This is an optimization exercise on Yosys and OpenROAD, whose aim is small area, a short achievable clock period and few clock cycles per item, not a production implementation.

## trial 2
## lfp16_mcu
module lfp16_mcu (
    input  wire        clk,
    input  wire        rst,         
    input  wire        cmd_valid,
    output wire        cmd_ready,
    input  wire [63:0] cmd,
    output reg         rsp_valid,
    input  wire        rsp_ready,
    output wire [63:0] rsp
);
==> flow/config.mk <==
export PLATFORM = sky130hd
export DESIGN_NAME = lfp16_mcu
export DESIGN_NICKNAME = lfp16_mcu
export VERILOG_FILES = /design/flow/design.v
export SDC_FILE = /design/flow/constraint.sdc
export NUM_CORES = 4
export LEC_CHECK = 0
export CAP_MARGIN = 20
export CORE_MARGIN = 2
export CORE_UTILIZATION = 40
export SETUP_SLACK_MARGIN = 2.0
export SLEW_MARGIN = 20
==> flow/constraint.sdc <==
create_clock -name core_clock -period 6.0 [get_ports {clk}]
set_input_delay 1.2000 -clock core_clock [delete_from_list [all_inputs] [get_ports {clk}]]
set_output_delay 1.2000 -clock core_clock [all_outputs]
set_load 0.01 [all_outputs]
standard.sh (not shown) runs the stock make flow with config.mk's settings and CLKGATE_MAP_FILE= SYNTH_SCRIPT=/design/flow/synth_recipe.tcl, a recipe that flattens the netlist after the stock synthesis.
==> flow/flow/run.sh <==
#!/bin/bash
# Own flow: the standard layout (standard.sh), except
#  - synthesis (flow/mysynth.tcl) maps with flow/abc.script; the registers
#    are those of the standard synthesis;
#  - every port still gets its buffer, but a plain sky130 buf_1 instead of
#    the delay cell buffer_ports picks by default;
#  - flow/opts.sh may set further options (see there).
# Each tool's output goes to a log file here (synth.log, layout.log).
set -euo pipefail
W=$(pwd)
export MY_ABC_SCRIPT="$W/flow/abc.script"
export MY_ABC_D=
export BUFFER_PORTS_ARGS="-buffer_cell sky130_fd_sc_hd__buf_1"
if [[ -f "$W/flow/opts.sh" ]]; then source "$W/flow/opts.sh"; fi
make -C "$FLOW_HOME" DESIGN_CONFIG="$W/config.mk" WORK_HOME="$W/orfs" CLKGATE_MAP_FILE= \
  SYNTH_SCRIPT="$W/flow/mysynth.tcl" synth > "$W/synth.log" 2>&1
bash standard.sh finish > "$W/layout.log" 2>&1
==> flow/flow/abc.script <==
strash
dc2
dch -f
map -D 1200
topo
stime -p
==> flow/flow/mysynth.tcl <==
# The standard synthesis (synth_recipe.tcl), with only the ABC mapping call
# replaced: flow/abc.script (MY_ABC_SCRIPT) instead of the ORFS speed script,
# and, when MY_NO_FA is set, no extraction of full/half adder cells.
proc synth {args} { yosys synth -nofsm -noshare {*}$args }
proc abc {args} {
  set out {}
  set skip 0
  foreach a $args {
    if {$skip} { set skip 0; continue }
    if {$a eq "-script" || $a eq "-D"} { set skip 1; continue }
    lappend out $a
  }
  if {[info exists ::env(MY_ABC_SCRIPT)] && $::env(MY_ABC_SCRIPT) ne ""} {
    lappend out -script $::env(MY_ABC_SCRIPT)
  }
  if {[info exists ::env(MY_ABC_D)] && $::env(MY_ABC_D) ne ""} {
    lappend out -D $::env(MY_ABC_D)
  }
  puts "abc call: $out"
  yosys abc {*}$out
}
if {[info exists ::env(MY_NO_FA)] && $::env(MY_NO_FA) ne ""} { set ::env(ADDER_MAP_FILE) "" }
source $::env(SCRIPTS_DIR)/synth.tcl
# left out here: clear keep_hierarchy, flatten, clean up, hide names made inside functions, write 1_2_yosys.v
==> flow/flow/opts.sh <==
# keep the single tie cell synthesis makes for the constant outputs
export SKIP_REPAIR_TIE_FANOUT=1
Trial 2 did not stop at any stage, and its layout met the timing, DRC and antenna checks.
Input-level comparison between build 34 and trial 2:
==> flow/flow/abc.script <==
strash
dc2
dch -f
map -D 1200
topo
buffer -p
upsize -D 1200
dnsize -D 1200
stime -p
==> run summary <==
- The flow did not stop early for build 34: all stages ran, and the layout cleared the timing, DRC and antenna checks.
- When build 34 is measured against trial 2, its fraction of standard cell area that is sequential turns out 0.24 points lower.
- Against trial 2, horizontal extent of the die in build 34 rose slightly.
- After detailed routing, trial 2 needs less wire than build 34.
- Relative area change from synthesis to final layout ended up 3.1 points lower on build 34 than on trial 2.
- Side by side, final worst slack turned out higher in build 34 than in trial 2.
- Trial 2 has a higher minimum hold slack than build 34.
- Build 34 -> trial 2: final standard cell count with taps included and fillers excluded flat
- Wire length on met3 for build 34: 33 um down relative to trial 2
- Trial 2 -> build 34: number of nets in the finished design flat
No functional check of the RTL was part of any run of this note.

* * *

== v11 ==
The RTL this note starts from:
==> flow/design.v <==
module lfp16_mcu (
    input  wire        clk,
    input  wire        rst,         
    input  wire        cmd_valid,
    output wire        cmd_ready,
    input  wire [63:0] cmd,
    output reg         rsp_valid,
    input  wire        rsp_ready,
    output wire [63:0] rsp
);
    reg [3:0] cfg_f;
    reg       cfg_rmode;    
    wire [7:0]  op = cmd[63:56];
    wire [14:0] ma = cmd[14:0];
    wire [14:0] mb = cmd[46:32];
    wire        sa = cmd[15];
    wire        sb = cmd[47];
    wire [31:0] x  = cmd[31:0];
    wire z_rsv = ~|cmd[55:48];
    wire z_b   = ~|cmd[47:32];
    wire z_ahi = ~|cmd[31:16];
    wire mz_a  = ~|ma;
    wire mz_b  = ~|mb;
    wire a_zero = mz_a & ~sa;
    wire a_nar  = mz_a & sa;
    wire b_zero = z_b;
    wire b_nar  = mz_b & sb;
    wire ok_n   = z_rsv & z_b & z_ahi & a_zero;
    wire ok_u16 = z_rsv & z_b & z_ahi;
    wire ok_u32 = z_rsv & z_b;
    wire ok_b16 = z_rsv & z_ahi;
    wire hi0 = (op[7:4] == 4'h0);
    wire hi1 = (op[7:4] == 4'h1);
    wire hi2 = (op[7:4] == 4'h2);
    wire [3:0] lo = op[3:0];
    wire is_getcfg = hi0 & (lo == 4'h1);
    wire is_setf   = hi0 & (lo == 4'h2);
    wire is_setr   = hi0 & (lo == 4'h3);
    wire is_mul    = hi1 & (lo == 4'h0);
    wire is_div    = hi1 & (lo == 4'h1);
    wire is_sqr    = hi1 & (lo == 4'h2);
    wire is_sqrt   = hi1 & (lo == 4'h3);
    wire is_inv    = hi1 & (lo == 4'h4);
    wire is_neg    = hi1 & (lo == 4'h5);
    wire is_cmp    = hi2 & (lo <= 4'h4);
    wire illegal = ~(((is_mul | is_div | is_cmp) & ok_b16) |
                     ((is_sqr | is_sqrt | is_inv | is_neg) & ok_u16) |
                     (is_getcfg & ok_n) | ((is_setf | is_setr) & ok_u32));
    wire f_fmt  = (x[3:0] < 4'd7) | (x[3:0] > 4'd11) | (|x[15:4]);
    wire f_rnd  = |x[15:1];
    wire f_neg  = sa & ~mz_a;
    wire [2:0] fault = illegal ? 3'd4 :
                       (is_sqrt & f_neg) ? 3'd3 :
                       (is_setr & f_rnd) ? 3'd2 :
                       (is_setf & f_fmt) ? 3'd1 : 3'd0;
    wire notice  = is_setf & ~illegal & ~f_fmt;
    wire set_r   = is_setr & ~illegal & ~f_rnd;
    wire q_inv  = op[5] | op[2] | op[0];
    wire q_k    = ~op[5] & (op[1] | op[2] | ~op[4]);
    wire k_14   = q_k & ~(op[4] & op[1] & ~op[0]);         
    wire k_13   = op[4] & op[1] & op[0];                  
    wire p_m    = op[5] | (op[4] & ~op[1] & (~op[2] | op[0]));
    wire p_sqr  = op[4] & op[1] & ~op[0];
    wire p_sqrt = op[4] & op[1] & op[0];
    wire p_inv  = op[4] & op[2] & ~op[0];
    wire p_cfg  = ~op[4];
    wire r_bit  = cfg_rmode & ma[0] & ma[1];
    wire [14:0] q_val = ((mb ^ {15{q_inv}}) & {15{~q_k}}) | {k_14, k_13, 13'd0};
    wire [15:0] p_alt = ({ma, 1'b0} & {16{p_sqr}}) | ({2'b0, ma[14:1]} & {16{p_sqrt}}) |
                        ({1'b0, ~ma} & {16{p_inv}}) |
                        ({7'd0, cfg_rmode, ~cfg_f, cfg_f} & {16{p_cfg}});
    wire [15:0] p_val = p_m ? {1'b0, ma} : p_alt;
    wire        c_in  = p_sqrt ? r_bit : (q_inv & ~q_k) | p_inv;
    wire [9:0] lo_ext = {1'b0, p_val[7:0], 1'b1} + {1'b0, q_val[7:0], c_in};
    wire [8:0] t_lo   = lo_ext[9:1];            
    wire [7:0] u_hi   = p_val[15:8] + {1'b0, q_val[14:8]};
    reg k_n, s15_n;
    always @(*) begin
        k_n = 1'b1; s15_n = 1'b0;
        if (is_getcfg) begin
            k_n = 1'b0;
        end else if (is_mul) begin
            k_n = a_nar | b_nar | a_zero | b_zero;
            s15_n = a_nar | b_nar | (~a_zero & ~b_zero & (sa ^ sb));
        end else if (is_div) begin
            k_n = a_nar | b_nar | b_zero | a_zero;
            s15_n = a_nar | b_nar | b_zero | (~a_zero & (sa ^ sb));
        end else if (is_sqr | is_sqrt) begin
            k_n = mz_a;
            s15_n = a_nar;
        end else if (is_inv) begin
            k_n = mz_a;
            s15_n = mz_a | sa;
        end else if (is_neg) begin
            k_n = mz_a;
            s15_n = sa ^ ~mz_a;
        end
    end
    wire lt11 = sa & ~sb;                   
    wire eq11 = ~(sa ^ sb);
    wire lt10 = sa;                         
    wire lt0  = ~sb;                        
    reg  x11_n, x10_n, x0_n;
    always @(*) begin
        case (lo[2:0])
            3'd0:    begin x11_n = eq11;          x10_n = 1'b0;  x0_n = 1'b0; end
            3'd1:    begin x11_n = lt11 | eq11;   x10_n = lt10;  x0_n = lt0;  end
            3'd2:    begin x11_n = lt11;          x10_n = lt10;  x0_n = lt0;  end
            3'd3:    begin x11_n = ~lt11 & ~eq11; x10_n = ~lt10; x0_n = ~lt0; end
            default: begin x11_n = ~lt11;         x10_n = ~lt10; x0_n = ~lt0; end
        endcase
    end
    wire cmp_ok = is_cmp & ~a_nar & ~b_nar;
    assign cmd_ready = ~rsp_valid | rsp_ready;
    reg [8:0]  r_lo;
    reg [7:0]  r_hi;
    reg        r_k, r_s15, r_x11, r_x10, r_x0;
    reg [2:0]  r_fc;        
    always @(posedge clk) begin
        if (rst) begin
            cfg_f     <= 4'd8;
            cfg_rmode <= 1'b0;
            rsp_valid <= 1'b0;
        end else begin
            rsp_valid <= cmd_valid | (rsp_valid & ~rsp_ready);
            if (cmd_valid & cmd_ready & notice) cfg_f     <= x[3:0];
            if (cmd_valid & cmd_ready & set_r)  cfg_rmode <= x[0];
        end
        if (cmd_ready) begin
            r_lo     <= t_lo;
            r_hi     <= u_hi;
            r_k      <= k_n;
            r_s15    <= s15_n;
            r_x11    <= x11_n & cmp_ok;
            r_x10    <= x10_n & cmp_ok;
            r_x0     <= x0_n & cmp_ok;
            r_fc     <= notice ? 3'd5 : fault;
        end
    end
    wire [7:0] t_hi;
    genvar gi;
    generate
        for (gi = 0; gi < 8; gi = gi + 1) begin : g_inc
            if (gi == 0) begin : g0
                assign t_hi[gi] = r_hi[gi] ^ r_lo[8];
            end else begin : gn
                assign t_hi[gi] = r_hi[gi] ^ (r_lo[8] & (&r_hi[gi-1:0]));
            end
        end
    endgenerate
    wire [15:0] r_t = {t_hi, r_lo[7:0]};
    wire z_hi = r_lo[8] ? (&r_hi[5:0]) : ~|r_hi[5:0];
    wire over  = r_t[15] & r_t[14];
    wire under = ~r_t[15] & ~r_t[14];
    wire z13_1 = z_hi & ~|r_lo[7:1];
    wire [14:0] m_cl;
    assign m_cl[14]   = r_t[15];
    assign m_cl[13:1] = (r_t[13:1] | {13{over}}) & {13{~under}};
    assign m_cl[0]    = r_t[0] | over | under | (~r_t[15] & z13_1);
    wire [2:0] r_fault  = {r_fc[2] & ~r_fc[0], r_fc[1], r_fc[0] & ~r_fc[2]};
    wire       r_notice = r_fc[2] & r_fc[0];
    wire live = ~r_fc[1] & ~(r_fc[2] ^ r_fc[0]);
    wire [15:0] r_res;
    assign r_res[15]   = r_s15 & live;
    assign r_res[14:1] = m_cl[14:1] & {14{~r_k & live}};
    wire eq_m = ~r_t[14] & z13_1 & ~r_t[0];           
    wire c_bit = r_t[15] ? (eq_m ? r_x11 : r_x10) : r_x0;
    assign r_res[0]    = ((m_cl[0] & ~r_k) | c_bit) & live;
    assign rsp = {28'd0, r_notice, r_fault, 16'd0, r_res};
endmodule
==> flow/config.mk <==
export PLATFORM = sky130hd
export DESIGN_NAME = lfp16_mcu
export DESIGN_NICKNAME = lfp16_mcu
export VERILOG_FILES = /design/flow/design.v
export SDC_FILE = /design/flow/constraint.sdc
export NUM_CORES = 4
export LEC_CHECK = 0
export CAP_MARGIN = 20
export CORE_MARGIN = 2
export CORE_UTILIZATION = 40
export SETUP_SLACK_MARGIN = 2.0
export SLEW_MARGIN = 20
==> flow/constraint.sdc <==
create_clock -name core_clock -period 6.0 [get_ports {clk}]
set_input_delay 1.2000 -clock core_clock [delete_from_list [all_inputs] [get_ports {clk}]]
set_output_delay 1.2000 -clock core_clock [all_outputs]
set_load 0.01 [all_outputs]
==> flow/flow/abc.script <==
strash
dc2
dch -f
map -D 1200
topo
buffer -p
upsize -D 1200
dnsize -D 1200
stime -p
==> flow/flow/opts.sh <==
# keep the single tie cell synthesis makes for the constant outputs
export SKIP_REPAIR_TIE_FANOUT=1
# extract no full/half adder cells in synthesis
export MY_NO_FA=1
Scripts as last shown in full above: flow/flow/run.sh, flow/flow/mysynth.tcl
v11 has completed all stages; timing, DRC and antenna checks passed.
Here is what was changed in the inputs of v38 compared with v11.
==> flow/flow/opts.sh <==
# keep the single tie cell synthesis makes for the constant outputs
export SKIP_REPAIR_TIE_FANOUT=1
--- outcome ---
- The relative max-transition margin of v38 is higher than that of v11.
- Synthesized area was lower in the run labelled v38.
- Cmp v38 vs v11: routability congestion estimate lower in v38
- Changes observed in v38 relative to v11: final cycle utilization of the critical path has decreased; post-place setup slack dropped 0.33 ns.
- v38 ended up with fewer standard cells than v11.
- r_fc[1] as the capturing element of the worst setup path was reported by v38, and r_hi[6] by v11.
- Max relative area of non-clock buffer cells in the final design across v38 and v11: v38
- Cmp v38 and v11 / distinct cell type count after synthesis / higher: v11
Function was not checked in any run of this note: the RTL went through the layout flow alone.

==> port drivers added, routing unchanged <==
In the flow no input, the clock included, has a driving cell. The finished layouts below were timed again as built, in two steps. Step 1 sets driving cells, clkbuf_16 on the clock port and buf_2 on the other inputs (assumed; they add their load-dependent delay and slew). Step 2 adds t to the input delays and takes it off the output delays; t is the mean of the earliest and latest rising clock arrival at the registers after step 1. Input paths then give back, and output paths get back, about the clock's delay inside the block. a / b / c = ideal ports / drivers / drivers and shift; a / b = the first two.
run | t (ns) | setup slack, ns | worst register clock-pin slew, ns
trial 2 | 0.308 | 2.182 / 2.186 / 1.879 | 0.07 / 0.07
build 34 | 0.314 | 2.259 / 2.259 / 1.954 | 0.07 / 0.07
v11 | 0.319 | 2.176 / 2.160 / 1.842 | 0.07 / 0.07
v38 | 0.309 | 2.268 / 2.258 / 1.949 | 0.07 / 0.07
After both steps every run listed still meets setup and hold. The setup slack of v11, which loses most, moves by -0.016 ns with the drivers and by -0.334 ns with both steps.
